Background: an optimization exercise with open tools, aiming at small area, a short achievable clock period and few clock cycles. Do not read the settings as production practice. At most, simulation tests tie the RTL to the original design; equivalence was not proved. Only the layout flow was run in run 1; the RTL was not checked for function there.

### config.mk
export PLATFORM = sky130hd
export DESIGN_NAME = sisb_alu
export DESIGN_NICKNAME = sisb_alu
export VERILOG_FILES = /design/flow/design.v
export SDC_FILE = /design/flow/constraint.sdc
export NUM_CORES = 4
export LEC_CHECK = 0
export ABC_AREA = 1
export CAP_MARGIN = 20
export CORE_MARGIN = 2
export CORE_UTILIZATION = 40
export SETUP_SLACK_MARGIN = 5
export SLEW_MARGIN = 20
### constraint.sdc
create_clock -name core_clock -period 11.0 [get_ports {clk}]
set_input_delay 2.2000 -clock core_clock [delete_from_list [all_inputs] [get_ports {clk}]]
set_output_delay 2.2000 -clock core_clock [all_outputs]
set_load 0.01 [all_outputs]
### design.v
module sisb_alu (
    input  wire        clk,
    input  wire        rst,           
    input  wire        in_valid,
    output wire        in_ready,
    input  wire [3:0]  in_op,
    input  wire [15:0] in_a,
    input  wire [15:0] in_b,
    output reg         out_valid,
    output reg  [15:0] out_result,
    output reg         out_ovf,
    output reg         out_fatal,
    output reg  [1:0]  out_cause
);
    function [3:0] msb16(input [15:0] x);
        reg h8, h4, h2, h1;
        reg [7:0] y8;
        reg [3:0] y4;
        reg [1:0] y2;
        begin
            h8 = |x[15:8];  y8 = h8 ? x[15:8] : x[7:0];
            h4 = |y8[7:4];  y4 = h4 ? y8[7:4] : y8[3:0];
            h2 = |y4[3:2];  y2 = h2 ? y4[3:2] : y4[1:0];
            h1 = y2[1];
            msb16 = {h8, h4, h2, h1};
        end
    endfunction
    function [15:0] lenval(input [15:0] x);
        reg [15:0] n, pre;
        integer i;
        begin
            n = ~x;
            pre[0] = 1'b1;
            for (i = 1; i < 16; i = i + 1) pre[i] = pre[i-1] & n[i-1];
            lenval = x[15] ? (n | pre) : x;
        end
    endfunction
    function [1:0] ndig(input [15:0] x);
        begin
            if (x[15:3] == {13{x[15]}})      ndig = 2'd0;
            else if (x[15:7] == {9{x[15]}})  ndig = 2'd1;
            else if (x[15:11] == {5{x[15]}}) ndig = 2'd2;
            else                             ndig = 2'd3;
        end
    endfunction
    reg        xv;           
    reg        xfirst;       
    reg        m_mul, m_div, m_pow;    
    reg        s_add, s_log, s_shl, s_shr;   
    reg        x_sub;        
    reg  [1:0] x_lsel;       
    reg        x_fatal;
    reg  [1:0] x_cause;
    reg        x_ovfc;       
    reg        d_sa, d_sb, d_rem;      
    reg        x_fill;       
    reg [15:0] xa, xb, xm;
    reg  [3:0] cnt;          
    reg  [3:0] d_ia;         
    reg        d_nza;        
    reg  [1:0] dc;           
    reg        mfirst;       
    reg        ph;           
    wire [4:0]  d_diff = {1'b0, d_ia} - {1'b0, cnt};
    wire [3:0]  d_cnt0 = (d_nza & ~d_diff[4]) ? d_diff[3:0] : 4'd0;
    wire [3:0]  cnt_e  = (m_div & xfirst) ? d_cnt0 : cnt;
    wire [17:0] shl_out = {{2{xb[15]}}, xb} << cnt_e;
    wire        a_sub   = m_div ? (d_sa == d_sb) : x_sub;
    wire [17:0] add_y   = a_sub ? ~shl_out : shl_out;
    wire [17:0] add_x   = {{2{xa[15]}}, xa};
    wire [17:0] sum     = add_x + add_y + {17'd0, a_sub};
    wire        add_ovf = sum[16] ^ sum[15];
    wire [17:0] z_t = add_x ^ add_y;
    wire [17:0] z_c = {add_x[16:0] | add_y[16:0], a_sub};
    wire        sum_zero = (z_t == z_c);
    wire [15:0] fill_mask = ~(16'hFFFF << cnt);
    wire [15:0] shr_rev = shl_out[15:0] | (fill_mask & {16{x_fill}});
    reg  [15:0] shr_out;
    integer ri;
    always @(*) for (ri = 0; ri < 16; ri = ri + 1) shr_out[ri] = shr_rev[15 - ri];
    reg  [15:0] log_out;
    always @(*) begin
        case (x_lsel)
            2'd0:    log_out = xa & xb;
            2'd1:    log_out = xa | xb;
            default: log_out = xa ^ xb;
        endcase
    end
    wire        d_acc = d_sa ? (sum[17] | sum_zero) : ~sum[17];
    wire [15:0] d_r_n = d_acc ? sum[15:0] : xa;
    wire [15:0] q_in  = xfirst ? 16'd0 : out_result;
    wire [15:0] q_n   = {q_in[14:0], d_acc};
    wire [14:0] q_neg_hi = ~q_in[14:0] + 15'd1;
    wire [15:0] q_neg = d_acc ? {~q_in[14:0], 1'b1} : {q_neg_hi, 1'b0};
    wire        qneg  = d_sa ^ d_sb;
    wire [15:0] d_res = d_rem ? d_r_n : (qneg ? q_neg : q_n);
    wire        d_ovf = ~d_rem & ~qneg & q_n[15];
    wire        d_last = (cnt_e == 4'd0);
    wire [15:0] msrc  = ph ? xa : xm;
    wire [16:0] msrcx = {msrc, 1'b0};
    reg  [4:0]  win;
    always @(*) begin
        case (dc)
            2'd0: win = msrcx[4:0];
            2'd1: win = msrcx[8:4];
            2'd2: win = msrcx[12:8];
            default: win = msrcx[16:12];
        endcase
    end
    wire        bh_one = win[3] ^ win[2];
    wire        bh_two = (win[4] & ~win[3] & ~win[2]) | (~win[4] & win[3] & win[2]);
    wire        bh_neg = win[4];
    wire        bl_one = win[1] ^ win[0];
    wire        bl_two = (win[2] & ~win[1] & ~win[0]) | (~win[2] & win[1] & win[0]);
    wire        bl_neg = win[2];
    wire [21:0] mx  = {{6{xm[15]}}, xm};
    wire [21:0] mx2 = {{5{xm[15]}}, xm, 1'b0};
    wire [21:0] pph = ((bh_one ? mx : 22'd0) | (bh_two ? mx2 : 22'd0)) ^ {22{bh_neg}};
    wire [21:0] ppl = ((bl_one ? mx : 22'd0) | (bl_two ? mx2 : 22'd0)) ^ {22{bl_neg}};
    wire [15:0] p_in = mfirst ? 16'd0 : out_result;
    wire [21:0] pacc = {{2{p_in[15]}}, p_in, 1'b0, bh_neg, 1'b0, bl_neg};
    wire [21:0] mac  = pacc + {pph[19:0], 2'b00} + ppl;
    wire        mac_oor = (mac[21:15] != {7{mac[15]}});
    wire        st_in   = xfirst ? 1'b0 : out_ovf;
    wire        mac_ovf = st_in | mac_oor;
    wire        m_end   = (dc == 2'd0);           
    wire [15:0] xbl     = {xb[14:0], 1'b0};
    wire        p_bit   = xbl[cnt];               
    wire        pow_last = m_end & (ph | ~p_bit) & (cnt == 4'd1);
    wire x_done = ~(m_mul | m_div | m_pow) | (m_mul & m_end) | (m_div & d_last)
                | (m_pow & pow_last);
    assign in_ready = ~xv | x_done;
    wire accept = in_valid & in_ready;
    wire i_add = (in_op == 4'h0), i_sub = (in_op == 4'h1), i_mul = (in_op == 4'h2);
    wire i_div = (in_op == 4'h3), i_pow = (in_op == 4'h4), i_rem = (in_op == 4'h5);
    wire i_and = (in_op == 4'h6), i_or  = (in_op == 4'h7), i_xor = (in_op == 4'h8);
    wire i_not = (in_op == 4'h9), i_shl = (in_op == 4'hA), i_shr = (in_op == 4'hB);
    wire i_rsv = (in_op[3:2] == 2'b11);
    wire i_dr  = i_div | i_rem;
    wire i_sh  = i_shl | i_shr;
    wire b_zero    = (in_b == 16'd0);
    wire b_one     = (in_b == 16'd1);
    wire shift_bad = (in_b[15:4] != 12'd0);
    wire fat_div   = i_dr & b_zero;
    wire fat_pow   = i_pow & in_b[15];
    wire fat_sh    = i_sh & shift_bad;
    wire i_fatal   = fat_div | fat_pow | fat_sh | i_rsv;
    wire [1:0] i_cause = i_rsv ? 2'd3 : fat_pow ? 2'd2 : fat_sh ? 2'd1 : 2'd0;
    wire [15:0] la = lenval(in_a);
    wire [15:0] lb = lenval(in_b);
    wire [3:0]  ia = msb16(la);
    wire [3:0]  ib = msb16(lb);
    wire a_zero  = (in_a == 16'd0);
    wire a_one   = (in_a == 16'd1);
    wire a_mone  = (in_a == 16'hFFFF);
    wire p_small = b_zero | b_one | a_zero | a_one | a_mone;
    wire p_evbig = ~in_a[0] & (in_b[15:4] != 12'd0);    
    wire p_gen   = i_pow & ~in_b[15] & ~p_small & ~p_evbig;
    wire [1:0] na = ndig(in_a);
    wire [1:0] nb = ndig(in_b);
    wire       mswap = (nb < na);    
    reg [15:0] a_rev;
    integer ai;
    always @(*) for (ai = 0; ai < 16; ai = ai + 1) a_rev[ai] = in_a[15 - ai];
    wire [15:0] pow_small_val = b_zero ? 16'd1 : a_mone ? {{15{in_b[0]}}, 1'b1} : in_a;
    always @(posedge clk) begin
        if (rst) begin
            xv <= 1'b0;
            out_valid <= 1'b0;
        end else begin
            out_valid <= xv & x_done;
            if (accept) xv <= 1'b1;
            else if (x_done) xv <= 1'b0;
        end
    end
    always @(posedge clk) begin
        if (accept) begin
            xfirst  <= 1'b1;
            mfirst  <= 1'b1;
            ph      <= i_mul;
            dc      <= i_mul ? (mswap ? nb : na) : na;
            m_mul   <= i_mul;
            m_div   <= i_dr & ~b_zero;
            m_pow   <= p_gen;
            s_add   <= i_add | i_sub;
            s_shl   <= i_shl & ~shift_bad;
            s_shr   <= i_shr & ~shift_bad;
            s_log   <= i_and | i_or | i_xor | i_not | (i_pow & ~in_b[15] & ~p_gen);
            x_sub   <= i_sub;
            x_lsel  <= i_and ? 2'd0 : (i_xor | i_not) ? 2'd2 : 2'd1;
            x_fatal <= i_fatal;
            x_cause <= i_cause;
            x_ovfc  <= i_pow & ~in_b[15] & ~p_small & p_evbig;
            d_sa    <= in_a[15];
            d_sb    <= in_b[15];
            d_rem   <= i_rem;
            d_ia    <= ia;
            d_nza   <= ~a_zero;
            x_fill  <= in_a[15];
            if (i_mul)
                xa <= mswap ? in_b : in_a;
            else if (i_pow & ~p_gen)
                xa <= (p_evbig & ~p_small) ? 16'd0 : pow_small_val;
            else
                xa <= in_a;
            if (i_shl)
                xb <= in_a;
            else if (i_shr)
                xb <= a_rev;
            else if (i_not)
                xb <= 16'hFFFF;
            else if (i_pow & ~p_gen)
                xb <= 16'd0;
            else
                xb <= in_b;
            xm <= (i_mul & ~mswap) ? in_b : in_a;
            if (i_sh)
                cnt <= in_b[3:0];
            else if (i_dr | i_pow)
                cnt <= ib;
            else
                cnt <= 4'd0;
        end else begin
            xfirst <= 1'b0;
            if (m_div)
                xa  <= d_r_n;
            if (m_div)
                cnt <= cnt_e - 4'd1;
            if (m_mul | m_pow) begin
                dc     <= dc - 2'd1;
                mfirst <= m_end;
                if (m_pow & m_end) begin
                    xm <= mac[15:0];
                    if (~ph & p_bit) begin
                        ph <= 1'b1;
                        dc <= ndig(xa);
                    end else begin
                        ph  <= 1'b0;
                        cnt <= cnt - 4'd1;
                        dc  <= ndig(mac[15:0]);
                    end
                end
            end
        end
    end
    always @(posedge clk) begin
        if (m_mul | m_pow) begin
            out_result <= mac[15:0];
            out_ovf    <= mac_ovf;
            out_fatal  <= 1'b0;
            out_cause  <= 2'd0;
        end else if (m_div) begin
            out_result <= d_last ? d_res : q_n;
            out_ovf    <= d_ovf;
            out_fatal  <= 1'b0;
            out_cause  <= 2'd0;
        end else begin
            out_result <= x_fatal ? 16'd0 :
                          s_add ? sum[15:0] :
                          s_shl ? shl_out[15:0] :
                          s_shr ? shr_out :
                          s_log ? log_out : 16'd0;
            out_ovf    <= ~x_fatal & (s_add ? add_ovf : x_ovfc);
            out_fatal  <= x_fatal;
            out_cause  <= x_fatal ? x_cause : 2'd0;
        end
    end
endmodule
### run.sh
#!/bin/bash
# synth_recipe.tcl (not shown) runs the flow's synth.tcl, then flattens the netlist and writes it again
# the make line also repeats each setting of config.mk as NAME=value (left out here)
make -C /OpenROAD-flow-scripts/flow DESIGN_CONFIG=/design/flow/config.mk WORK_HOME=/design/flow/orfs CLKGATE_MAP_FILE= SYNTH_SCRIPT=/design/flow/synth_recipe.tcl finish
==> results.ini, run 1 <==
[synthesis]
yosys_warnings=1
syn_nets=2413
yosysSeqAreaShare_pct=19.46
synthCells=2249
synth_area_per_cell_sq_um=6.290
yosysUniqueCellTypes=57
yosysTopAreaCell=edfxtp_1
synth_area_sq_um=14150
ys.flop_type=edfxtp_1
synthTopCellsByArea=edfxtp_1 (15%), nand2_1 (15%), ha_1 (9.5%)
synth_edf_count=73
async_flop_share_pct=0
synth_seq_cells=101
yosysTopAreaCellShare_pct=15.49

[finish]
final_nets=2431
antenna-diode-count=0
area_delta_synth_final_pct=10.91
finalInstanceArea_sq_um=15690
final_util_pct=45.20
drive_gt1_share_pct=6.514
fin_cells=2727

[grt]
overflow=0
grt_pass1_wl_um=88980
antenna_found_initial=0
grt.total_usage_pct=32.17
grt_max_degree=93
grt_pass1_vias=14961

[floorplan]
ios=61
initial_core_util_pct=40.75
die_h_um=192.1
core_area_sq_um=34710
row_count=68
die_area_sq_um=36890
die_x_um=192.1

[critical_path]
cp.arrival_ps=3580
cp_max_fo=20
crit_type=reg2out
crit_path_end_kind=primary output
required_ps=8800
start_kind=flip-flop

[sta]
rsz0062_at_grt=false
relSlewSlack_pct=32.28
skew_ps=23.33
worstMarginPinSlew_ps=1016
fmax_ghz=0.1729
fin_ws_ps=5216
setup_viol=0
hold_viol=0
finalSetupTns_ps=0
holdWs_ps=482.8
slew_viol_final=0
post-route-min-period_ps=5784
period_share_pct=52.58

[placement]
place_inst=2680
gp_congestion=0.9849
dp_slack_ps=4084
placed_area_sq_um=14980
io_buffers=60
dpl.hpwl_um=47270

[routing]
drt_iter0_drc=2067
drc=0
ant_nets=0
vias=16085
vias_per_cell=5.898
wl_per_cell_um=21.84
first_pass_iters=7
drt_wl_total_um=59560

[run_status]
status=complete, no violations

[clock_tree]
cts_hold_buffers=0
worstSkewPairLatency_ps=370
cts_buffer_depth=2
cts.clk_slew.worst_paths_ps=60
clock_sinks=101
tritoncts.num_buffers=9
cts_tree=yes
htreeDepth=3
cts_root_buf=clkbuf_16

[job]
drv_cap=0

[worst_hold_path]
hold_path.class=reg2reg

-- placed cells by master, fill, tap and decap left out, types with 4 or more instances in the layout --
cell	count
nand2_1	544
inv_1	283
nor2_1	195
nand3_1	180
a21oi_1	169
o21ai_0	125
ha_1	103
edfxtp_1	73
xor2_1	66
clkdlybuf4s50_1	58
o22ai_1	52
o211ai_1	39
buf_4	37
a31oi_1	31
dfxtp_1	25
nor3_1	23
xnor2_1	21
nand4_1	19
fa_1	18
or2_2	13
o21ai_1	12
a22oi_1	12
inv_2	11
nand2_2	10
o221ai_1	10
nand3b_1	9
nor4_1	9
o31ai_1	9
clkbuf_16	9
a21oi_2	8
a211oi_1	7
nor2_2	5
clkinv_1	5
nand2_4	4
o21ai_2	4
a21o_1	4
o21bai_1	4
nand3_2	4
-- flip-flops by register name (all words and copies together), names as in the netlist, 4 cells and up --
name        cells
cnt             4
d_ia            4
out_result     16
xa             16
xb             16
xm             16
-- kinds of logic after synthesis --
| logic type | count (synthesis) | synth area share [%] |
|---|---|---|
| multiplexers | 1 | 0.07076 |
| buffers and inverters | 397 | 10.95 |
| adder cells (fa/ha/maj) | 125 | 12.01 |
| XOR/XNOR | 88 | 5.448 |
| AO/OA/AOI/OAI | 509 | 21.10 |
| flip-flops | 101 | 19.46 |
| AND/OR/NAND/NOR | 1028 | 30.96 |
-- area by class of cell --
class	count	area [sq um]
fillers	3745	19020
multi-input cells	1752	10020
flip-flops and latches	101	2764
inverters	305	1165
repair buffers	98	887.1
well taps	455	569.3
clock buffers	12	256.5
clock inverters	4	28.78
-- per-layer routing --
| layer | share of wire (%) | GRT usage (%) |
|---|---|---|
| met4 | 4.1 | 12.65 |
| met1 | 43 | 44.65 |
| met5 | 0 | 0 |
| met3 | 11 | 7.528 |
| met2 | 42 | 47.99 |
-- critical path, cell delays in order, from the launching register on --
cell and delay (ps):
dfxtp_4 430, clkinvlp_4 150, fa_1 450, nand2_1 100, nand2_1 120, nand3_1 110, nand3b_1 160, nand2_4 130
inv_4 160, nand3_1 160, nor2_4 200, inv_6 110, nor2_1 160, a311oi_2 80, nand2_1 140, clkdlybuf4s50_1 550
-- cell usage after synthesis (all sizes together) (2+ instances only) --
library cell    n
o21bai          4
or2            14
a31o            2
o31ai           9
a31oi          32
edfxtp         73
o22ai          53
o21a            5
clkbuf         57
o2111ai         2
and2            3
o32ai           2
xnor2          21
a211oi          8
nand2         559
o221ai         10
xor2           67
nand3b          9
fa             18
dfxtp          28
o21ai         144
nor4           11
o211ai         39
inv           300
nand4          19
nand3         187
clkinv          5
a21o            4
nor3           23
nor3b           2
nor2          201
ha            107
buf            35
a22oi          12
a21oi         177
-- path summary, 6_finish.rpt --
| path | from | endpoint | slack [ps] | cells after the start |
|---|---|---|---|---|
| min reg2reg | xv$_SDFFE_PP0P_ | out_valid$_SDFF_PP0_ | 480 | 1 |
| min | xv$_SDFFE_PP0P_ | out_valid$_SDFF_PP0_ | 480 | 1 |
| max reg2reg | cnt[1]$_DFF_P_ | xa[9]$_DFFE_PP_ | 5380 | 27 |
| max | cnt[1]$_DFF_P_ | in_ready | 5220 | 15 |
-- timing repair --
action	CTS	global route
cloned	0	1
resized for setup	17	44
endpoints found under the setup margin	50	36
pin swaps	4	6
buffers inserted	10	19
==> run 2, diff against run 1 <==
--- a/design.v
+++ b/design.v
@@ -36,4 +36,26 @@
         end
     endfunction
+    function [5:0] booth(input [4:0] w);
+        begin
+            booth[5] = w[3] ^ w[2];
+            booth[4] = (w[4] & ~w[3] & ~w[2]) | (~w[4] & w[3] & w[2]);
+            booth[3] = w[4];
+            booth[2] = w[1] ^ w[0];
+            booth[1] = (w[2] & ~w[1] & ~w[0]) | (~w[2] & w[1] & w[0]);
+            booth[0] = w[2];
+        end
+    endfunction
+    function [4:0] window(input [15:0] v, input [1:0] g);
+        reg [16:0] vx;
+        begin
+            vx = {v, 1'b0};
+            case (g)
+                2'd0: window = vx[4:0];
+                2'd1: window = vx[8:4];
+                2'd2: window = vx[12:8];
+                default: window = vx[16:12];
+            endcase
+        end
+    endfunction
     function [1:0] ndig(input [15:0] x);
         begin
@@ -57,13 +79,9 @@
     reg [15:0] xa, xb, xm;
     reg  [3:0] cnt;          
-    reg  [3:0] d_ia;         
-    reg        d_nza;        
     reg  [1:0] dc;           
+    reg  [5:0] bsel;         
     reg        mfirst;       
     reg        ph;           
-    wire [4:0]  d_diff = {1'b0, d_ia} - {1'b0, cnt};
-    wire [3:0]  d_cnt0 = (d_nza & ~d_diff[4]) ? d_diff[3:0] : 4'd0;
-    wire [3:0]  cnt_e  = (m_div & xfirst) ? d_cnt0 : cnt;
-    wire [17:0] shl_out = {{2{xb[15]}}, xb} << cnt_e;
+    wire [17:0] shl_out = {{2{xb[15]}}, xb} << cnt;
     wire        a_sub   = m_div ? (d_sa == d_sb) : x_sub;
     wire [17:0] add_y   = a_sub ? ~shl_out : shl_out;
@@ -87,31 +105,18 @@
         endcase
     end
-    wire        d_acc = d_sa ? (sum[17] | sum_zero) : ~sum[17];
-    wire [15:0] d_r_n = d_acc ? sum[15:0] : xa;
-    wire [15:0] q_in  = xfirst ? 16'd0 : out_result;
-    wire [15:0] q_n   = {q_in[14:0], d_acc};
+    wire        d_acc  = d_sa ? (sum[17] | sum_zero) : ~sum[17];
+    wire [15:0] d_r_n  = d_acc ? sum[15:0] : xa;
+    wire [15:0] q_in   = xfirst ? 16'd0 : out_result;
     wire [14:0] q_neg_hi = ~q_in[14:0] + 15'd1;
-    wire [15:0] q_neg = d_acc ? {~q_in[14:0], 1'b1} : {q_neg_hi, 1'b0};
-    wire        qneg  = d_sa ^ d_sb;
-    wire [15:0] d_res = d_rem ? d_r_n : (qneg ? q_neg : q_n);
-    wire        d_ovf = ~d_rem & ~qneg & q_n[15];
-    wire        d_last = (cnt_e == 4'd0);
-    wire [15:0] msrc  = ph ? xa : xm;
-    wire [16:0] msrcx = {msrc, 1'b0};
-    reg  [4:0]  win;
-    always @(*) begin
-        case (dc)
-            2'd0: win = msrcx[4:0];
-            2'd1: win = msrcx[8:4];
-            2'd2: win = msrcx[12:8];
-            default: win = msrcx[16:12];
-        endcase
-    end
-    wire        bh_one = win[3] ^ win[2];
-    wire        bh_two = (win[4] & ~win[3] & ~win[2]) | (~win[4] & win[3] & win[2]);
-    wire        bh_neg = win[4];
-    wire        bl_one = win[1] ^ win[0];
-    wire        bl_two = (win[2] & ~win[1] & ~win[0]) | (~win[2] & win[1] & win[0]);
-    wire        bl_neg = win[2];
+    wire        qneg   = d_sa ^ d_sb;
+    wire        d_last = (cnt == 4'd0);
+    wire [15:0] d_res1 = (d_last & d_rem) ? sum[15:0] :
+                         (d_last & qneg)  ? {~q_in[14:0], 1'b1} : {q_in[14:0], 1'b1};
+    wire [15:0] d_res0 = (d_last & d_rem) ? xa :
+                         (d_last & qneg)  ? {q_neg_hi, 1'b0} : {q_in[14:0], 1'b0};
+    wire [15:0] d_res  = d_acc ? d_res1 : d_res0;
+    wire        d_ovf  = ~d_rem & ~qneg & q_in[14];
+    wire        bh_one = bsel[5], bh_two = bsel[4], bh_neg = bsel[3];
+    wire        bl_one = bsel[2], bl_two = bsel[1], bl_neg = bsel[0];
     wire [21:0] mx  = {{6{xm[15]}}, xm};
     wire [21:0] mx2 = {{5{xm[15]}}, xm, 1'b0};
@@ -125,8 +130,12 @@
     wire        mac_ovf = st_in | mac_oor;
     wire        m_end   = (dc == 2'd0);           
+    wire [15:0] msrc    = ph ? xa : xm;           
     wire [15:0] xbl     = {xb[14:0], 1'b0};
     wire        p_bit   = xbl[cnt];               
     wire        pow_last = m_end & (ph | ~p_bit) & (cnt == 4'd1);
-    wire x_done = ~(m_mul | m_div | m_pow) | (m_mul & m_end) | (m_div & d_last)
+    wire [1:0]  nd_xa   = ndig(xa);
+    wire [1:0]  nd_mac  = ndig(mac[15:0]);
+    wire x_done = ~(m_mul | m_div | m_pow) | (m_mul & m_end)
+                | (m_div & d_last)
                 | (m_pow & pow_last);
     assign in_ready = ~xv | x_done;
@@ -151,4 +160,6 @@
     wire [3:0]  ia = msb16(la);
     wire [3:0]  ib = msb16(lb);
+    wire [4:0]  d_s  = {1'b0, ia} - {1'b0, ib};
+    wire        d_quick = a_zero | d_s[4];           
     wire a_zero  = (in_a == 16'd0);
     wire a_one   = (in_a == 16'd1);
@@ -160,4 +171,6 @@
     wire [1:0] nb = ndig(in_b);
     wire       mswap = (nb < na);    
+    wire [5:0] bs_a  = booth(window(in_a, na));
+    wire [5:0] bs_b  = booth(window(in_b, nb));
     reg [15:0] a_rev;
     integer ai;
@@ -179,5 +192,6 @@
             mfirst  <= 1'b1;
             ph      <= i_mul;
-            dc      <= i_mul ? (mswap ? nb : na) : na;
+            dc      <= (i_mul & mswap) ? nb : na;
+            bsel    <= (i_mul & mswap) ? bs_b : bs_a;
             m_mul   <= i_mul;
             m_div   <= i_dr & ~b_zero;
@@ -195,6 +209,4 @@
             d_sb    <= in_b[15];
             d_rem   <= i_rem;
-            d_ia    <= ia;
-            d_nza   <= ~a_zero;
             x_fill  <= in_a[15];
             if (i_mul)
@@ -217,5 +229,7 @@
             if (i_sh)
                 cnt <= in_b[3:0];
-            else if (i_dr | i_pow)
+            else if (i_dr)
+                cnt <= d_quick ? 4'd0 : d_s[3:0];
+            else if (i_pow)
                 cnt <= ib;
             else
@@ -223,20 +237,23 @@
         end else begin
             xfirst <= 1'b0;
-            if (m_div)
+            if (m_div) begin
                 xa  <= d_r_n;
-            if (m_div)
-                cnt <= cnt_e - 4'd1;
+                cnt <= cnt - 4'd1;
+            end
             if (m_mul | m_pow) begin
                 dc     <= dc - 2'd1;
+                bsel   <= booth(window(msrc, dc - 2'd1));
                 mfirst <= m_end;
                 if (m_pow & m_end) begin
                     xm <= mac[15:0];
                     if (~ph & p_bit) begin
-                        ph <= 1'b1;
-                        dc <= ndig(xa);
+                        ph   <= 1'b1;
+                        dc   <= nd_xa;
+                        bsel <= booth(window(xa, nd_xa));
                     end else begin
-                        ph  <= 1'b0;
-                        cnt <= cnt - 4'd1;
-                        dc  <= ndig(mac[15:0]);
+                        ph   <= 1'b0;
+                        cnt  <= cnt - 4'd1;
+                        dc   <= nd_mac;
+                        bsel <= booth(window(mac[15:0], nd_mac));
                     end
                 end
@@ -251,5 +268,5 @@
             out_cause  <= 2'd0;
         end else if (m_div) begin
-            out_result <= d_last ? d_res : q_n;
+            out_result <= d_res;
             out_ovf    <= d_ovf;
             out_fatal  <= 1'b0;
--- a/config.mk
+++ b/config.mk
@@ -6,5 +6,4 @@
 export NUM_CORES = 4
 export LEC_CHECK = 0
-export ABC_AREA = 1
 export CAP_MARGIN = 20
 export CORE_MARGIN = 2
==> results.ini, run 2 <==
[clock_tree]
cts_hold_buffers=0
cts_tree=yes
tritoncts.num_buffers=9
worstSkewPairLatency_ps=380
clock_sinks=102
cts_root_buf=clkbuf_16
cts.clk_slew.worst_paths_ps=80
htreeDepth=3
cts_buffer_depth=2

[sta]
holdWs_ps=446.3
skew_ps=23.65
hold_viol=0
post-route-min-period_ps=6020
slew_viol_final=0
period_share_pct=54.73
relSlewSlack_pct=19.84
finalSetupTns_ps=0
fmax_ghz=0.1661
rsz0062_at_grt=true
worstMarginPinSlew_ps=1194
setup_viol=0

[synthesis]
yosysUniqueCellTypes=92
ys.flop_type=edfxtp_1
synth_common_cells=nand2_1 (167), a21oi_1 (154), nor2_1 (144)
yosysTopAreaCell=edfxtp_1
syn_nets=2021
async_flop_share_pct=0
synth.most_common_cell=nand2_1
synthTopCellsByArea=edfxtp_1 (15%), ha_1 (9.1%), a21oi_1 (5.4%)
synth_edf_count=74
yosysTopAreaCellShare_pct=15.44
synthCells=1859
synth_seq_cells=102
yosysSeqAreaShare_pct=19.34
yosys_warnings=1
synth_area_sq_um=14390
synth_area_per_cell_sq_um=7.740

[worst_hold_path]
worstHoldStart=xv$_SDFFE_PP0P_
hold_path.class=reg2reg

[critical_path]
r2r_start=cnt[1]$_DFF_P_
start_kind=input pin
cp.arrival_ps=6250
crit_path_end_kind=flip-flop
crit_type=in2reg
cp_max_fo=6
required_ps=11230
cp-startpoint=in_a[0]

[placement]
io_buffers=60
dpl.hpwl_um=41800
gp_congestion=0.9982

[grt]
grt.total_usage_pct=28.20
grt_max_degree=67
grt_pass1_wl_um=82590
grt_pass1_vias=13464
antenna_found_initial=0
overflow=0

[job]
drv_cap=0

[routing]
drt_wl_total_um=54430
vias=14717
first_pass_iters=6
drc=0
drt_iter0_drc=2051
vias_per_cell=6.441
ant_nets=0
wl_per_cell_um=23.82

[floorplan]
ios=61
initial_core_util_pct=40.55
die_area_sq_um=37500
core_area_sq_um=35480
row_count=69
die_x_um=193.7
die_h_um=193.7

[finish]
drive_gt1_share_pct=8.224
layout_commonest_cell=nand2_1
antenna-diode-count=0
fill_cells=3575
final_nets=1981
mostFrequentLayoutCells=nand2_1 (166), a21oi_1 (152), nor2_1 (139)
area_delta_synth_final_pct=8.617

[run_status]
status=complete, no violations

-- run 2: layout make-up --
type | count | area, sq um | area share [%]
multi-input combinational | 1503 | 10740 | 68.71
sequential | 102 | 2784 | 17.81
timing repair buffer | 89 | 815.8 | 5.220
tap | 461 | 576.8 | 3.691
inverter | 114 | 435.4 | 2.786
clock buffer | 10 | 229.0 | 1.465
clock inverter | 6 | 50.05 | 0.3202
-- run 2: worst max-delay path: stages --
cell and delay, ps:
buf_12 100, or4_4 550, or3_4 420, and4_1 210, o211ai_1 170, buf_4 160
nor2_4 60, a22oi_1 160, nor2_1 100, nor3_2 230, a21boi_2 200, nor2_2 60
a21boi_2 180, ha_2 200, inv_2 40, fa_2 390, a21o_1 170, a21oi_2 180
nor3_4 60, a222oi_1 330, o21ai_1 90
-- run 2: cells by family after synthesis --
| kind of cell | count (synthesis) | share of synthesized area (%) |
|---|---|---|
| xor gates and xnor gates | 121 | 7.661 |
| muxes | 106 | 8.983 |
| and+or+nand+nor | 548 | 18.06 |
| AOI/OAI and AO/OA | 605 | 27.47 |
| adders and majority gates | 123 | 11.63 |
| buffers and inverters | 254 | 6.852 |
| DFF | 102 | 19.34 |
-- run 2: final timing paths --
check                                               to  slack [ps]  cells after the start
worst max-delay path                    cnt[2]$_DFF_P_        4980                     21
worst min-delay path              out_valid$_SDFF_PP0_         450                      2
worst min register to register    out_valid$_SDFF_PP0_         450                      2
worst max register to register  out_result[11]$_DFF_P_        5480                     17
-- run 2: timing repair --
action                                  in CTS  in global routing
buffers inserted                             2                 11
endpoints found under the setup margin      38                 20
gates resized for setup                     68                 57
pin swaps                                    4                 18
-- run 2: metal layers --
metal  share of wire, %  GRT usage, %
met4                3.5         9.811
met3                7.5         2.574
met2                 45         45.50
met5                  0             0
met1                 44         39.48
-- run 2: through the flow --
stage | util [%] | area, sq um | instances | setup slack, ps
after global placement | 42.75 | 15170 | 2256 | 3722
after detailed placement | 42.75 | 15170 | 2256 | 3702
after global routing | 44.05 | 15630 | 2285 | 4814
after floorplan | - | 14420 | 1859 | 4969
after CTS | 43.64 | 15480 | 2274 | 4967
final | 44.05 | 15630 | 2285 | 4980
Testbench counts of run 2, summed over its fixed seeds: cycles 28,382.
==> run 3, diff against run 2 <==
--- a/config.mk
+++ b/config.mk
@@ -6,4 +6,5 @@
 export NUM_CORES = 4
 export LEC_CHECK = 0
+export ABC_AREA = 1
 export CAP_MARGIN = 20
 export CORE_MARGIN = 2
==> results.ini, run 3 <==
[run_status]
status=complete, no violations

[sta]
post-route-min-period_ps=5819
finalSetupTns_ps=0
relSlewSlack_pct=27.15
slew_viol_final=0
setup_viol=0
period_share_pct=52.90
skew_ps=19.06
fmax_ghz=0.1718
worstMarginPinSlew_ps=1093
hold_viol=0
rsz0062_at_grt=true

[clock_tree]
worstSkewPairLatency_ps=370
htreeDepth=3
cts_tree=yes
cts.clk_slew.worst_paths_ps=80
cts_buffer_depth=2
cts_hold_buffers=0
clock_sinks=102
cts_root_buf=clkbuf_16
tritoncts.num_buffers=9

[floorplan]
row_count=70
ios=61
initial_core_util_pct=40.23
core_area_sq_um=36350
die_area_sq_um=38100
die_x_um=195.2
die_h_um=195.2

[critical_path]
cp-startpoint=in_b[4]
required_ps=11200
cp_max_fo=8
r2r_start=bsel[0]$_DFFE_PP_
crit_type=in2reg
cp_slowest_stage_delay_ps=690
slowest_stage=clkdlybuf4s50_1
start_kind=input pin
cp_common_cell=nand2_1
crit_path_end_kind=flip-flop
cp.arrival_ps=6020

[finish]
layout_commonest_cell=nand2_1
fin_cells=2737
final_nets=2426
area_delta_synth_final_pct=8.377
drive_gt1_share_pct=5.553
antenna-diode-count=0
mostFrequentLayoutCells=nand2_1 (468), inv_1 (297), nor2_1 (210)
fill_cells=3830
final_util_pct=43.60

[grt]
grt_pass1_wl_um=90990
grt_max_degree=103
antenna_found_initial=0
overflow=0
grt.total_usage_pct=31.13
grt_pass1_vias=15079

[routing]
wl_per_cell_um=21.88
ant_nets=0
drt_wl_total_um=59890
drc=0
vias=16366
vias_per_cell=5.980
drt_iter0_drc=2109
first_pass_iters=6

[synthesis]
yosysTopAreaCellShare_pct=15.20
async_flop_share_pct=0
synthTopCellsByArea=edfxtp_1 (15%), nand2_1 (12%), ha_1 (9.0%)
yosysUniqueCellTypes=70
yosys_warnings=1
syn_nets=2429
synth_area_per_cell_sq_um=6.450
yosysTopAreaCell=edfxtp_1
synth_area_sq_um=14620
synth_edf_count=74
synth.most_common_cell=nand2_1
ys.flop_type=edfxtp_1
synthCells=2267
synth_seq_cells=102
yosysSeqAreaShare_pct=19.03
synth_common_cells=nand2_1 (469), inv_1 (303), nor2_1 (211)

[worst_hold_path]
hold_path.class=reg2reg
worstHoldStart=x_cause[1]$_SDFFCE_PP1P_

[placement]
dpl.hpwl_um=47550
gp_congestion=1.016
place_inst=2715
io_buffers=60

[job]
drv_cap=0

[run 3: cell count changes in the layout (fill, tap and decap cells not counted), moves of 21 or more]
cell and change:
o211ai_1 +21, nand2_1 +302, nor2_1 +71, xnor2_1 -43
a22oi_1 -36, mux2i_1 -68, xor2_1 +36, inv_1 +192
o21ai_0 +66, a211oi_1 -21, nand3_1 +82, nor2b_1 -24
o22ai_1 +52
[run 3: path summary, 6_finish.rpt]
kind                                           endpoint  slack (ps)  depth (start not counted)
worst min register to register  out_cause[1]$_SDFF_PP0_         460                          2
worst max register to register        bsel[1]$_DFFE_PP_        5780                         26
worst min-delay path            out_cause[1]$_SDFF_PP0_         460                          2
worst max-delay path                     cnt[3]$_DFF_P_        5180                         25
[run 3: routing by layer]
layer  vias to the layer above  routed length, um  part of all wire [%]  global-route usage [%]
li1                       7649                  -                     -                       -
met4                         0               2317                   3.9                   10.77
met5                         -                  0                     0                       0
met1                      7614              25540                    43                   43.17
met3                       153               5584                   9.3                   3.955
met2                       950              26450                    44                   49.88
[run 3: kinds of logic (layout without fill, tap and decap cells)]
family          Yosys count  after routing  synth area share (%)
compound gates          607            607                 24.74
xor+xnor                111            111                 6.700
fa+ha+maj               123            123                 11.45
buf+inv                 413            415                 11.33
flops                   102            102                 19.03
mux                       4              4                0.2824
simple gates            907            907                 26.47
[run 3: what timing repair did]
action | CTS | global route
endpoints found under the setup margin | 32 | 25
buffers inserted | 0 | 6
pin swaps | 0 | 1
resized for setup | 8 | 28
[run 3: worst max-delay path, delay by kind of cell]
kind / cells / cell delay [ps]
buf+inv: 6 / 1060
simple gates: 12 / 1450
fa+ha+maj: 2 / 600
compound gates: 5 / 700
[run 3: cell type report]
| class | instances | area, sq um | share of cell area [%] |
|---|---|---|---|
| multi-input combinational | 1752 | 10210 | 64.40 |
| sequential | 102 | 2786 | 17.58 |
| inverter | 322 | 1216 | 7.674 |
| timing repair buffer | 77 | 760.7 | 4.800 |
| tap | 468 | 585.6 | 3.695 |
| clock buffer | 9 | 225.2 | 1.421 |
| clock inverter | 7 | 67.56 | 0.4263 |
[run 3: metrics by stage]
stage	setup slack, ps	cell area (sq um)	hold WS (ps)
floorplan	5764	14620	417.3
global placement	4234	15450	449.9
detailed placement	4126	15450	452.8
CTS	5005	15750	465.0
global route	4909	15850	489.6
finish	5181	15850	456.9
==> run 4, diff against run 3 <==
--- a/config.mk
+++ b/config.mk
@@ -6,8 +6,7 @@
 export NUM_CORES = 4
 export LEC_CHECK = 0
-export ABC_AREA = 1
 export CAP_MARGIN = 20
 export CORE_MARGIN = 2
-export CORE_UTILIZATION = 40
+export CORE_UTILIZATION = 60
 export SETUP_SLACK_MARGIN = 5
 export SLEW_MARGIN = 20
==> results.ini, run 4 <==
[critical_path]
start_kind=input pin
rr_worst_depth=19
crit_type=in2reg
slowest_stage=or4_4
cp.arrival_ps=6160
rrSetupSlack_ps=5280
cp_slowest_stage_delay_ps=550
r2r_start=cnt[0]$_DFF_P_
required_ps=11210
cp_max_fo=4
r2r-end=out_result[11]$_DFF_P_
crit_path_end_kind=flip-flop
critical_path.cell_chain=buf_12 -> or4_4 -> or3_4 -> and4_1 -> o211ai_1 -> buf_4 -> nor2_1 -> nor2_1 -> nand3_1 -> nor3_2 -> a21boi_2 -> nor2_2 -> a21boi_4 -> ha_2 -> inv_2 -> fa_2 -> a21o_1 -> a21oi_2 -> nor3_4 -> a222oi_1 -> a21oi_1
cp_common_cell=nor2_1

[sta]
holdWs_ps=458.2
slew_viol_final=0
fmax_ghz=0.1680
skew_ps=16.78
relSlewSlack_pct=23.67
post-route-min-period_ps=5952
setup_viol=0
worstMarginPinSlew_ps=1137
finalSetupTns_ps=0
fin_ws_ps=5048
period_share_pct=54.11
hold_viol=0
rsz0062_at_grt=true

[routing]
ant_nets=0
drt_wl_total_um=53550
vias_per_cell=7.079
drc=0
wl_per_cell_um=24.94
vias=15198
drt_iter0_drc=2584
first_pass_iters=18

[clock_tree]
htreeDepth=3
worstSkewPairLatency_ps=360
cts.clk_slew.worst_paths_ps=80
clock_sinks=102
cts_buffer_depth=2
cts_root_buf=clkbuf_16
cts_tree=yes
cts_hold_buffers=0
tritoncts.num_buffers=9

[grt]
grt_use_met1_pct=57.14
grt_pass1_wl_um=80520
overflow=0
grt.total_usage_pct=40.66
use_met3_pct=6.243
grt_pass1_vias=13689
grt_max_degree=67
antenna_found_initial=0
met2_usage_pct=62.56
global_route.peak_usage_layer=met2

[floorplan]
die_area_sq_um=25240
ios=61
die_x_um=158.9
initial_core_util_pct=61.12
die_h_um=158.9
core_area_sq_um=23540
row_count=56

[finish]
final_nets=1984
area_delta_synth_final_pct=8.513
layout_commonest_cell=nand2_1
mostFrequentLayoutCells=nand2_1 (166), a21oi_1 (152), nor2_1 (137)
fin_cells=2147
drive_gt1_share_pct=9.031

[synthesis]
async_flop_share_pct=0
synth_common_cells=nand2_1 (167), a21oi_1 (154), nor2_1 (144)
yosysTopAreaCell=edfxtp_1
synthTopCellsByArea=edfxtp_1 (15%), ha_1 (9.1%), a21oi_1 (5.4%)
synthCells=1859
synth_area_sq_um=14390
syn_nets=2021
synth_edf_count=74
synth_seq_cells=102
yosysSeqAreaShare_pct=19.34
yosysTopAreaCellShare_pct=15.44
synth_area_per_cell_sq_um=7.740
yosys_warnings=1
yosysUniqueCellTypes=92
ys.flop_type=edfxtp_1
synth.most_common_cell=nand2_1

[job]
drv_cap=0

[placement]
dp_slack_ps=3688
dpl.hpwl_um=40240
place_inst=2113
gp_congestion=1.052
io_buffers=60

[worst_hold_path]
worstHoldStart=x_cause[1]$_SDFFCE_PP1P_
hold_path.class=reg2reg
min_path_cells=1
hold_path_end=out_cause[1]$_SDFF_PP0_

[run_status]
status=complete, no violations

## run 4: changes by cell type after synthesis, moves of 43 or more
| cell | delta |
|---|---|
| clkbuf_1 | +73 |
| inv_1 | -195 |
| mux2i_1 | +68 |
| nand2_1 | -302 |
| nand3_1 | -82 |
| nor2_1 | -67 |
| o21ai_0 | -66 |
| o22ai_1 | -52 |
| xnor2_1 | +43 |
## run 4: logic make-up after synthesis
kind of cell | share of synthesized area, %
buffers and inverters | 6.852
multiplexers | 8.983
adder cells (fa/ha/maj) | 11.63
AO/OA/AOI/OAI | 27.47
flip-flops | 19.34
XOR/XNOR | 7.661
AND/OR/NAND/NOR | 18.06
## run 4: worst max-delay path by stage
stage / startpoint / end / slack, ps / cells past startpoint
floorplan: in_a[5] / cnt[2]$_DFF_P_ / 4970 / 22
global placement: in_a[0] / cnt[2]$_DFF_P_ / 3810 / 20
detailed placement: in_a[0] / cnt[3]$_DFF_P_ / 3690 / 20
CTS: in_a[1] / cnt[2]$_DFF_P_ / 5010 / 20
global route: in_a[3] / cnt[0]$_DFF_P_ / 4800 / 22
finish: in_a[8] / cnt[0]$_DFF_P_ / 5050 / 21
## run 4: what timing repair did
| item | 4_1_cts | 5_1_grt |
|---|---|---|
| gates resized for setup | 82 | 57 |
| hold endpoints to repair | 0 | 0 |
| cloned | 0 | 1 |
| setup endpoints to repair | 19 | 21 |
| pin swaps | 10 | 20 |
| setup buffers | 7 | 9 |
## run 4: critical path: cells and delay by family
kind / cells / cell delay [ps]
simple gates: 9 / 1830
compound gates: 7 / 1260
fa+ha+maj: 2 / 580
buf+inv: 3 / 300
## run 4: per-layer routing
metal  vias up  routed length [um]
met5         -                   0
met4         0                2649
met3       192                6527
met2      1134               23250
met1      7090               21130
li1       6782                   -
## run 4: final cells by class
class	instances	area, sq um
fillers	2056	7929
clock inverters	7	73.82
inverters	114	435.4
well taps	319	399.1
diodes	1	2.502
clock buffers	9	225.2
repair buffers	92	864.6
flip-flops and latches	102	2784
multi-input cells	1503	10830
## run 4: metrics by stage
step | utilization [%] | area [sq um]
after detailed placement | 63.65 | 14980
after global routing | 66.31 | 15610
after floorplan | - | 14420
after global placement | 63.65 | 14980
after CTS | 65.31 | 15380
final | 66.32 | 15610
==> run 5, diff against run 4 <==
--- a/design.v
+++ b/design.v
@@ -76,5 +76,4 @@
     reg        x_ovfc;       
     reg        d_sa, d_sb, d_rem;      
-    reg        x_fill;       
     reg [15:0] xa, xb, xm;
     reg  [3:0] cnt;          
@@ -93,5 +92,5 @@
     wire        sum_zero = (z_t == z_c);
     wire [15:0] fill_mask = ~(16'hFFFF << cnt);
-    wire [15:0] shr_rev = shl_out[15:0] | (fill_mask & {16{x_fill}});
+    wire [15:0] shr_rev = shl_out[15:0] | (fill_mask & {16{xb[0]}});    
     reg  [15:0] shr_out;
     integer ri;
@@ -108,5 +107,14 @@
     wire [15:0] d_r_n  = d_acc ? sum[15:0] : xa;
     wire [15:0] q_in   = xfirst ? 16'd0 : out_result;
-    wire [14:0] q_neg_hi = ~q_in[14:0] + 15'd1;
+    reg  [14:0] q_neg_hi;                         
+    reg         qc;
+    integer qi;
+    always @(*) begin
+        qc = 1'b1;
+        for (qi = 0; qi < 15; qi = qi + 1) begin
+            q_neg_hi[qi] = ~q_in[qi] ^ qc;
+            qc = qc & ~q_in[qi];
+        end
+    end
     wire        qneg   = d_sa ^ d_sb;
     wire        d_last = (cnt == 4'd0);
@@ -197,17 +205,7 @@
             m_div   <= i_dr & ~b_zero;
             m_pow   <= p_gen;
-            s_add   <= i_add | i_sub;
-            s_shl   <= i_shl & ~shift_bad;
-            s_shr   <= i_shr & ~shift_bad;
-            s_log   <= i_and | i_or | i_xor | i_not | (i_pow & ~in_b[15] & ~p_gen);
-            x_sub   <= i_sub;
-            x_lsel  <= i_and ? 2'd0 : (i_xor | i_not) ? 2'd2 : 2'd1;
-            x_fatal <= i_fatal;
-            x_cause <= i_cause;
-            x_ovfc  <= i_pow & ~in_b[15] & ~p_small & p_evbig;
             d_sa    <= in_a[15];
             d_sb    <= in_b[15];
             d_rem   <= i_rem;
-            x_fill  <= in_a[15];
             if (i_mul)
                 xa <= mswap ? in_b : in_a;
@@ -262,4 +260,15 @@
     end
     always @(posedge clk) begin
+            s_add   <= i_add | i_sub;
+            s_shl   <= i_shl & ~shift_bad;
+            s_shr   <= i_shr & ~shift_bad;
+            s_log   <= i_and | i_or | i_xor | i_not | (i_pow & ~in_b[15] & ~p_gen);
+            x_sub   <= i_sub;
+            x_lsel  <= i_and ? 2'd0 : (i_xor | i_not) ? 2'd2 : 2'd1;
+            x_fatal <= i_fatal;
+            x_cause <= i_cause;
+            x_ovfc  <= i_pow & ~in_b[15] & ~p_small & p_evbig;
+    end
+    always @(posedge clk) begin
         if (m_mul | m_pow) begin
             out_result <= mac[15:0];
--- a/config.mk
+++ b/config.mk
@@ -6,7 +6,8 @@
 export NUM_CORES = 4
 export LEC_CHECK = 0
+export ABC_AREA = 1
 export CAP_MARGIN = 20
 export CORE_MARGIN = 2
-export CORE_UTILIZATION = 60
+export CORE_UTILIZATION = 40
 export SETUP_SLACK_MARGIN = 5
 export SLEW_MARGIN = 20
==> results.ini, run 5 <==
[routing]
first_pass_iters=6
drt_iter0_drc=2102
vias_per_cell=6.028
vias=16498
drc=0
drt_wl_total_um=63630
wl_per_cell_um=23.25
ant_nets=0

[finish]
mostFrequentLayoutCells=nand2_1 (494), inv_1 (287), nor2_1 (177)
seq_area_sq_um=2680
drive_gt1_share_pct=6.214
fill_cells=3894
finalInstanceArea_sq_um=15960
area_delta_synth_final_pct=8.323
fin_cells=2737
final_util_pct=43.80
layout_commonest_cell=nand2_1
final_nets=2438
multi_input_area_sq_um=10460
antenna-diode-count=0

[grt]
antenna_found_initial=0
met2_usage_pct=52.58
grt_pass1_wl_um=96000
grt.total_usage_pct=33.07
grt_use_met1_pct=42.58
overflow=0
global_route.peak_usage_layer=met2
grt_pass1_vias=15793
grt_max_degree=81
use_met3_pct=5.690

[worst_hold_path]
hold_path.class=reg2reg
worstHoldStart=x_cause[0]$_SDFF_PP1_

[sta]
finalSetupTns_ps=0
skew_ps=24.65
slew_viol_final=0
post-route-min-period_ps=5874
worstMarginPinSlew_ps=1172
relSlewSlack_pct=21.73
setup_viol=0
rsz0062_at_grt=true
hold_viol=0
period_share_pct=53.40
fmax_ghz=0.1702
fin_ws_ps=5126

[synthesis]
synth_area_per_cell_sq_um=6.484
synth_area_sq_um=14730
yosysTopAreaCellShare_pct=12.84
yosysUniqueCellTypes=75
yosysSeqAreaShare_pct=18.14
async_flop_share_pct=0
yosysTopAreaCell=edfxtp_1
synth_edf_count=63
syn_nets=2446
synthTopCellsByArea=edfxtp_1 (13%), nand2_1 (13%), ha_1 (9.9%)
synth_common_cells=nand2_1 (495), inv_1 (293), nor2_1 (183)
ys.flop_type=edfxtp_1
yosys_warnings=1
synth_seq_cells=102
synth.most_common_cell=nand2_1
synthCells=2272

[critical_path]
r2r-end=xa[6]$_DFFE_PP_
crit_path_end_kind=flip-flop
cp.arrival_ps=6080
cp_max_fo=21
rrSetupSlack_ps=5460
slowest_stage=clkdlybuf4s50_1
cp-endpoint=xa[11]$_DFFE_PP_
cp-startpoint=in_op[0]
start_kind=input pin
critical_path.cell_chain=clkdlybuf4s50_1 -> nor3_2 -> inv_1 -> nor2_1 -> nand2_2 -> nand2_2 -> o21bai_1 -> nand2_1 -> nand2_1 -> inv_2 -> o22ai_1 -> nand2_1 -> o21ai_0
required_ps=11200
cp_common_cell=nand2_1
r2r_start=cnt[0]$_DFF_P_
rr_worst_depth=18
crit_type=in2reg
cp_slowest_stage_delay_ps=860

[clock_tree]
cts_root_buf=clkbuf_16
clock_sinks=102
cts.clk_slew.worst_paths_ps=90
cts_buffer_depth=2
htreeDepth=3
worstSkewPairLatency_ps=370
cts_tree=yes
tritoncts.num_buffers=9
cts_hold_buffers=0

[placement]
place_inst=2716
placed_area_sq_um=15510
dpl.hpwl_um=50220
gp_congestion=1.105
io_buffers=60
dp_slack_ps=4227

[floorplan]
die_h_um=195.9
initial_core_util_pct=40.43
die_area_sq_um=38380
ios=61
row_count=70
die_x_um=195.9
core_area_sq_um=36430

[job]
drv_cap=0

[run_status]
status=complete, no violations

==> run 5: cell count changes after synthesis, moves of 41 or more <==
cell      change
nand2_1     +328
inv_1       +185
nand3_1     +125
mux2i_1      -69
clkbuf_1     -68
o22ai_1      +50
xnor2_1      -49
o21ai_0      +41
==> run 5: final cells by class <==
class                           instances  share of cell area (%)
Inverter                              311                   7.370
Clock buffer                           10                   1.568
Timing Repair Buffer                   75                   4.595
Clock inverter                          6                  0.4704
Multi-Input combinational cell       1765                   65.53
Sequential cell                       102                   16.79
Tap cell                              468                   3.669
==> run 5: what timing repair did <==
action,4_1_cts,5_1_grt
setup buffers,0,5
endpoints found under the setup margin,5,35
pin swaps,1,4
gates resized for setup,8,47
hold endpoints to repair,0,0
==> run 5: cells by family (layout without fill, tap and decap cells) <==
group,count (synthesis),count (layout),share of synthesized area (%)
adder cells (fa/ha/maj),135,135,12.38
multiplexers,2,2,0.1359
AO/OA/AOI/OAI,563,563,23.31
AND/OR/NAND/NOR,961,961,28.57
buffers and inverters,405,402,11.23
XOR/XNOR,104,104,6.234
flip-flops,102,102,18.14
==> run 5: worst min-delay path by stage <==
stage | to | slack, ps | depth (start not counted)
final | out_cause[0]$_SDFF_PP0_ | 430 | 2
after global routing | out_cause[0]$_SDFF_PP0_ | 450 | 2
after CTS | out_cause[0]$_SDFF_PP0_ | 430 | 2
after detailed placement | out_cause[0]$_SDFF_PP0_ | 400 | 2
after global placement | out_cause[0]$_SDFF_PP0_ | 410 | 2
after floorplan | out_cause[0]$_SDFF_PP0_ | 390 | 2
==> run 5: per-stage QoR <==
step | hold slack (ps)
floorplan | 393.6
global placement | 414.3
detailed placement | 403.8
CTS | 429.6
global route | 448.6
finish | 428.2
==> run 5: worst max-delay path: cells and delay by family <==
| kind | cells | cell delay (ps) |
|---|---|---|
| simple gates | 7 | 1920 |
| compound gates | 3 | 630 |
| buf+inv | 3 | 1310 |
==> run 5: layer usage <==
layer	vias to the layer above	wire [um]
li1	7700	-
met1	7738	26340
met2	872	27950
met3	188	5402
met4	0	3937
met5	-	0
Testbench counts of run 5, summed over its fixed seeds: cycles 28,382.
==> run 6, diff against run 5 <==
--- a/config.mk
+++ b/config.mk
@@ -10,4 +10,5 @@
 export CORE_MARGIN = 2
 export CORE_UTILIZATION = 40
+export GPL_TIMING_DRIVEN = 0
 export SETUP_SLACK_MARGIN = 5
 export SLEW_MARGIN = 20
==> results.ini, run 6 <==
[run_status]
status=complete, no violations

[clock_tree]
cts_root_buf=clkbuf_16
clock_sinks=102
cts_hold_buffers=0
worstSkewPairLatency_ps=360
tritoncts.num_buffers=9
cts.clk_slew.worst_paths_ps=80
cts_tree=yes
htreeDepth=3
cts_buffer_depth=2

[placement]
dpl.hpwl_um=53550
io_buffers=55
gp_congestion=1.001

[critical_path]
required_ps=11240
start_kind=input pin
cp_max_fo=7
cp.arrival_ps=5960
crit_type=in2reg
crit_path_end_kind=flip-flop

[sta]
post-route-min-period_ps=5712
hold_viol=0
worstMarginPinSlew_ps=1001
fmax_ghz=0.1751
holdWs_ps=420.2
setup_viol=0
slew_viol_final=0
period_share_pct=51.93
finalSetupTns_ps=0
relSlewSlack_pct=32.24
skew_ps=10.72
rsz0062_at_grt=false

[routing]
first_pass_iters=5
vias_per_cell=5.996
vias=16902
drt_iter0_drc=1910
ant_nets=0
wl_per_cell_um=23.53
drc=0
drt_wl_total_um=66320

[floorplan]
die_x_um=195.9
core_area_sq_um=36430
row_count=70
initial_core_util_pct=40.43
ios=61
die_area_sq_um=38380
die_h_um=195.9

[synthesis]
ys.flop_type=edfxtp_1
async_flop_share_pct=0
yosys_warnings=1
synth_edf_count=63
synth_area_per_cell_sq_um=6.484
synth_common_cells=nand2_1 (495), inv_1 (293), nor2_1 (183)
yosysTopAreaCell=edfxtp_1
synth.most_common_cell=nand2_1
synthCells=2272
synth_seq_cells=102
synthTopCellsByArea=edfxtp_1 (13%), nand2_1 (13%), ha_1 (9.9%)
synth_area_sq_um=14730
yosysUniqueCellTypes=75
syn_nets=2446
yosysSeqAreaShare_pct=18.14
yosysTopAreaCellShare_pct=12.84

[finish]
drive_gt1_share_pct=7.149
final_nets=2519
final_util_pct=44.86
area_delta_synth_final_pct=10.94
layout_commonest_cell=nand2_1
multi_input_area_sq_um=10500
seq_area_sq_um=2673
fill_cells=3911
mostFrequentLayoutCells=nand2_1 (491), inv_1 (290), nor2_1 (179)

[grt]
antenna_found_initial=1
overflow=0
grt_max_degree=33
grt.total_usage_pct=34.28
grt_pass1_vias=16121
grt_pass1_wl_um=98960

[job]
drv_cap=0

[worst_hold_path]
hold_path.class=reg2reg

## run 6: cell counts after synthesis
Identical to the previous run, type by type.
## run 6: area by class of cell
class,count,area share (%)
Multi-Input combinational cell,1765,64.25
Sequential cell,102,16.35
Inverter,311,7.204
Timing Repair Buffer,62,3.636
Tap cell,468,3.583
Buffer,94,3.070
Clock buffer,10,1.531
Clock inverter,6,0.3522
Antenna cell,1,0.01531
## run 6: kinds of logic after synthesis
kind of cell | count (synthesis) | synth area share (%)
buffers and inverters | 405 | 11.23
adder cells (fa/ha/maj) | 135 | 12.38
flip-flops | 102 | 18.14
XOR/XNOR | 104 | 6.234
AO/OA/AOI/OAI | 563 | 23.31
AND/OR/NAND/NOR | 961 | 28.57
multiplexers | 2 | 0.1359
## run 6: worst max-delay path: stages
cell and delay (ps):
clkdlybuf4s50_1 720, inv_1 270, nor2_1 160, a22oi_1 120, nor4_4 350, nand2_2 180, o21bai_2 200, nor2_4 60
nand2_2 110, nand2_1 60, nand2_1 50, nor2_1 40, nor2_2 160, ha_1 170, inv_1 60, fa_2 410
nand3_2 90, a211oi_4 80, a221oi_2 350, o21ai_1 110
## run 6: worst paths after layout
| check | from | to | slack, ps | depth (start not counted) |
|---|---|---|---|---|
| max | in_a[8] | cnt[2]$_DFF_P_ | 5290 | 20 |
| min reg2reg | x_cause[1]$_SDFF_PP1_ | out_cause[1]$_SDFF_PP0_ | 420 | 2 |
| max reg2reg | xb[0]$_DFFE_PP_ | xa[10]$_DFFE_PP_ | 5770 | 18 |
| min | x_cause[1]$_SDFF_PP1_ | out_cause[1]$_SDFF_PP0_ | 420 | 2 |
## run 6: layer usage
metal  global-route usage (%)  part of all wire (%)  vias to the layer above
met2                    54.07                    43                      939
met5                        0                 0.012                        -
met4                    13.64                   4.3                        2
li1                         -                     -                     7869
met3                    5.535                   9.3                      164
met1                    46.82                    43                     7928
## run 6: per-stage QoR
stage / std cells / setup slack [ps] / area (sq um)
5_1_grt: 2818 / 5005 / 16340
3_3_place_gp: 2795 / 3881 / 15870
3_5_place_dp: 2796 / 3931 / 15880
2_1_floorplan: 2272 / 5722 / 14730
4_1_cts: 2815 / 5006 / 16240
6_report: 2819 / 5288 / 16340
## run 6: what timing repair did
action,CTS,global route
pin swaps,3,6
gates cloned,0,0
gates resized for setup,32,30
setup buffers,3,3
setup endpoints to repair,4,4
==> run 7, diff against run 6 <==
--- a/config.mk
+++ b/config.mk
@@ -10,5 +10,5 @@
 export CORE_MARGIN = 2
 export CORE_UTILIZATION = 40
-export GPL_TIMING_DRIVEN = 0
 export SETUP_SLACK_MARGIN = 5
 export SLEW_MARGIN = 20
+export TNS_END_PERCENT = 20
==> results.ini, run 7 <==
[floorplan]
core_area_sq_um=36430
ios=61
die_h_um=195.9
die_x_um=195.9
row_count=70
initial_core_util_pct=40.43
die_area_sq_um=38380

[placement]
gp_congestion=1.105
dpl.hpwl_um=50220
io_buffers=60

[worst_hold_path]
hold_path_end=out_cause[0]$_SDFF_PP0_
hold_path.class=reg2reg
min_path_cells=2
worstHoldStart=x_cause[0]$_SDFF_PP1_

[critical_path]
crit_type=in2reg
crit_path_end_kind=flip-flop
cp_max_fo=21
r2r_start=cnt[0]$_DFF_P_
required_ps=11200
rrSetupSlack_ps=5560
rr_worst_depth=18
r2r-end=xa[6]$_DFFE_PP_
cp.arrival_ps=6070
start_kind=input pin

[clock_tree]
htreeDepth=3
clock_sinks=102
worstSkewPairLatency_ps=380
cts_hold_buffers=0
cts_buffer_depth=2
tritoncts.num_buffers=9
cts.clk_slew.worst_paths_ps=100
cts_tree=yes
cts_root_buf=clkbuf_16

[grt]
use_met3_pct=5.776
grt.total_usage_pct=33.10
met2_usage_pct=52.46
grt_pass1_vias=15809
global_route.peak_usage_layer=met2
grt_pass1_wl_um=96090
antenna_found_initial=0
grt_max_degree=81
overflow=0
grt_use_met1_pct=42.60

[synthesis]
syn_nets=2446
yosysTopAreaCell=edfxtp_1
ys.flop_type=edfxtp_1
synth_common_cells=nand2_1 (495), inv_1 (293), nor2_1 (183)
synth.most_common_cell=nand2_1
synth_seq_cells=102
synthCells=2272
yosysTopAreaCellShare_pct=12.84
synth_area_per_cell_sq_um=6.484
yosys_warnings=1
synth_area_sq_um=14730
yosysUniqueCellTypes=75
async_flop_share_pct=0
synth_edf_count=63
yosysSeqAreaShare_pct=18.14
synthTopCellsByArea=edfxtp_1 (13%), nand2_1 (13%), ha_1 (9.9%)

[routing]
vias_per_cell=6.000
drc=0
first_pass_iters=7
vias=16410
drt_iter0_drc=2152
ant_nets=0
drt_wl_total_um=63670
wl_per_cell_um=23.28

[finish]
final_nets=2436
drive_gt1_share_pct=6.087
mostFrequentLayoutCells=nand2_1 (494), inv_1 (287), nor2_1 (177)
layout_commonest_cell=nand2_1
antenna-diode-count=0
area_delta_synth_final_pct=8.222

[job]
drv_cap=0

[sta]
rsz0062_at_grt=true
period_share_pct=53.35
post-route-min-period_ps=5869
fmax_ghz=0.1704
setup_viol=0
slew_viol_final=0
finalSetupTns_ps=0
relSlewSlack_pct=19.85
skew_ps=25.78
worstMarginPinSlew_ps=1200
hold_viol=0

[run_status]
status=complete, no violations

run 7: worst max path at each step:
stage / from / to / slack (ps) / cells after the start
6_report: in_op[0] / xa[11]$_DFFE_PP_ / 5130 / 13
5_1_grt: in_a[15] / cnt[3]$_DFF_P_ / 4930 / 24
4_1_cts: in_a[0] / cnt[1]$_DFF_P_ / 4860 / 30
3_5_place_dp: in_a[0] / cnt[1]$_DFF_P_ / 4230 / 30
3_3_place_gp: in_a[0] / cnt[0]$_DFF_P_ / 4240 / 32
2_1_floorplan: in_a[0] / cnt[2]$_DFF_P_ / 5720 / 25
run 7: through the flow:
stage          cell area [sq um]  worst slack, ps  hold slack [ps]  utilization, %  instances
2_1_floorplan              14730             5722            393.6               -       2272
3_3_place_gp               15510             4243            414.3           42.57       2716
3_5_place_dp               15510             4227            403.8           42.57       2716
4_1_cts                    15840             4858            429.6           43.49       2732
5_1_grt                    15940             4928            448.6           43.76       2735
6_report                   15940             5131            427.5           43.76       2735
run 7: critical path, cell delays in order:
cell and delay [ps]:
clkdlybuf4s50_1 870, nor3_2 740, inv_1 350, nor2_1 300, nand2_2 140, nand2_2 320
o21bai_1 180, nand2_1 170, nand2_1 130, inv_2 110, o22ai_1 360, nand2_1 90
o21ai_0 100
run 7: cell families after synthesis:
group / share of synthesized area [%]
adders and majority gates: 12.38
xor gates and xnor gates: 6.234
AOI/OAI and AO/OA: 23.31
buffers and inverters: 11.23
DFF: 18.14
and+or+nand+nor: 28.57
muxes: 0.1359
run 7: timing repair:
action	4_1_cts	5_1_grt
resized for setup	3	46
endpoints found under the setup margin	5	35
pin swaps	0	3
setup buffers	0	3
run 7: layout make-up:
cell class              instances  area [sq um]
clock buffers                  10         250.2
well taps                     468         585.6
repair buffers                 73         720.7
flip-flops and latches        102          2680
fillers                      3896         20490
inverters                     311          1174
clock inverters                 6         75.07
multi-input cells            1765         10460
run 7: metal layers:
layer | up-vias | part of all wire (%)
met2 | 889 | 44
li1 | 7695 | -
met3 | 180 | 8.7
met1 | 7646 | 41
met5 | - | 0
met4 | 0 | 6.1

==> re-timing with driven ports <==
In the flow no input, the clock included, has a driving cell. The finished layouts below were timed again as built, in two steps. Step 1: set_driving_cell puts a clkbuf_16 on clk and a buf_2 on each other input, an assumption about the parent block. Step 2 times the ports against the registers' clock, not the clock port: input delays grow and output delays shrink by t, the midpoint of the rising clock arrivals with the driver on. Three values: ideal, step 1, step 2; two values: the first two.
run	shift t [ns]	slack for setup (ns)	hold slack, ns	worst register clock-pin slew, ns	cell pins on the clock port's net
run 1	0.411	5.216 / 5.164 / 4.905	0.483 / 0.483 / 0.483	0.08 / 0.08	1
run 2	0.410	4.980 / 4.980 / 4.570	0.446 / 0.446 / 0.446	0.09 / 0.09	1
run 3	0.414	5.181 / 5.133 / 4.801	0.457 / 0.457 / 0.457	0.09 / 0.09	1
run 4	0.400	5.048 / 5.042 / 4.642	0.458 / 0.458 / 0.458	0.08 / 0.08	1
run 5	0.415	5.126 / 5.157 / 4.742	0.428 / 0.428 / 0.428	0.09 / 0.09	1
run 6	0.415	5.288 / 5.318 / 4.903	0.420 / 0.420 / 0.420	0.08 / 0.08	1
run 7	0.418	5.131 / 5.163 / 4.745	0.427 / 0.427 / 0.427	0.10 / 0.10	1
After both steps every run listed still meets setup and hold. The setup slack of run 2, which loses most, moves by 0.000 ns with the drivers and by -0.410 ns with both steps.
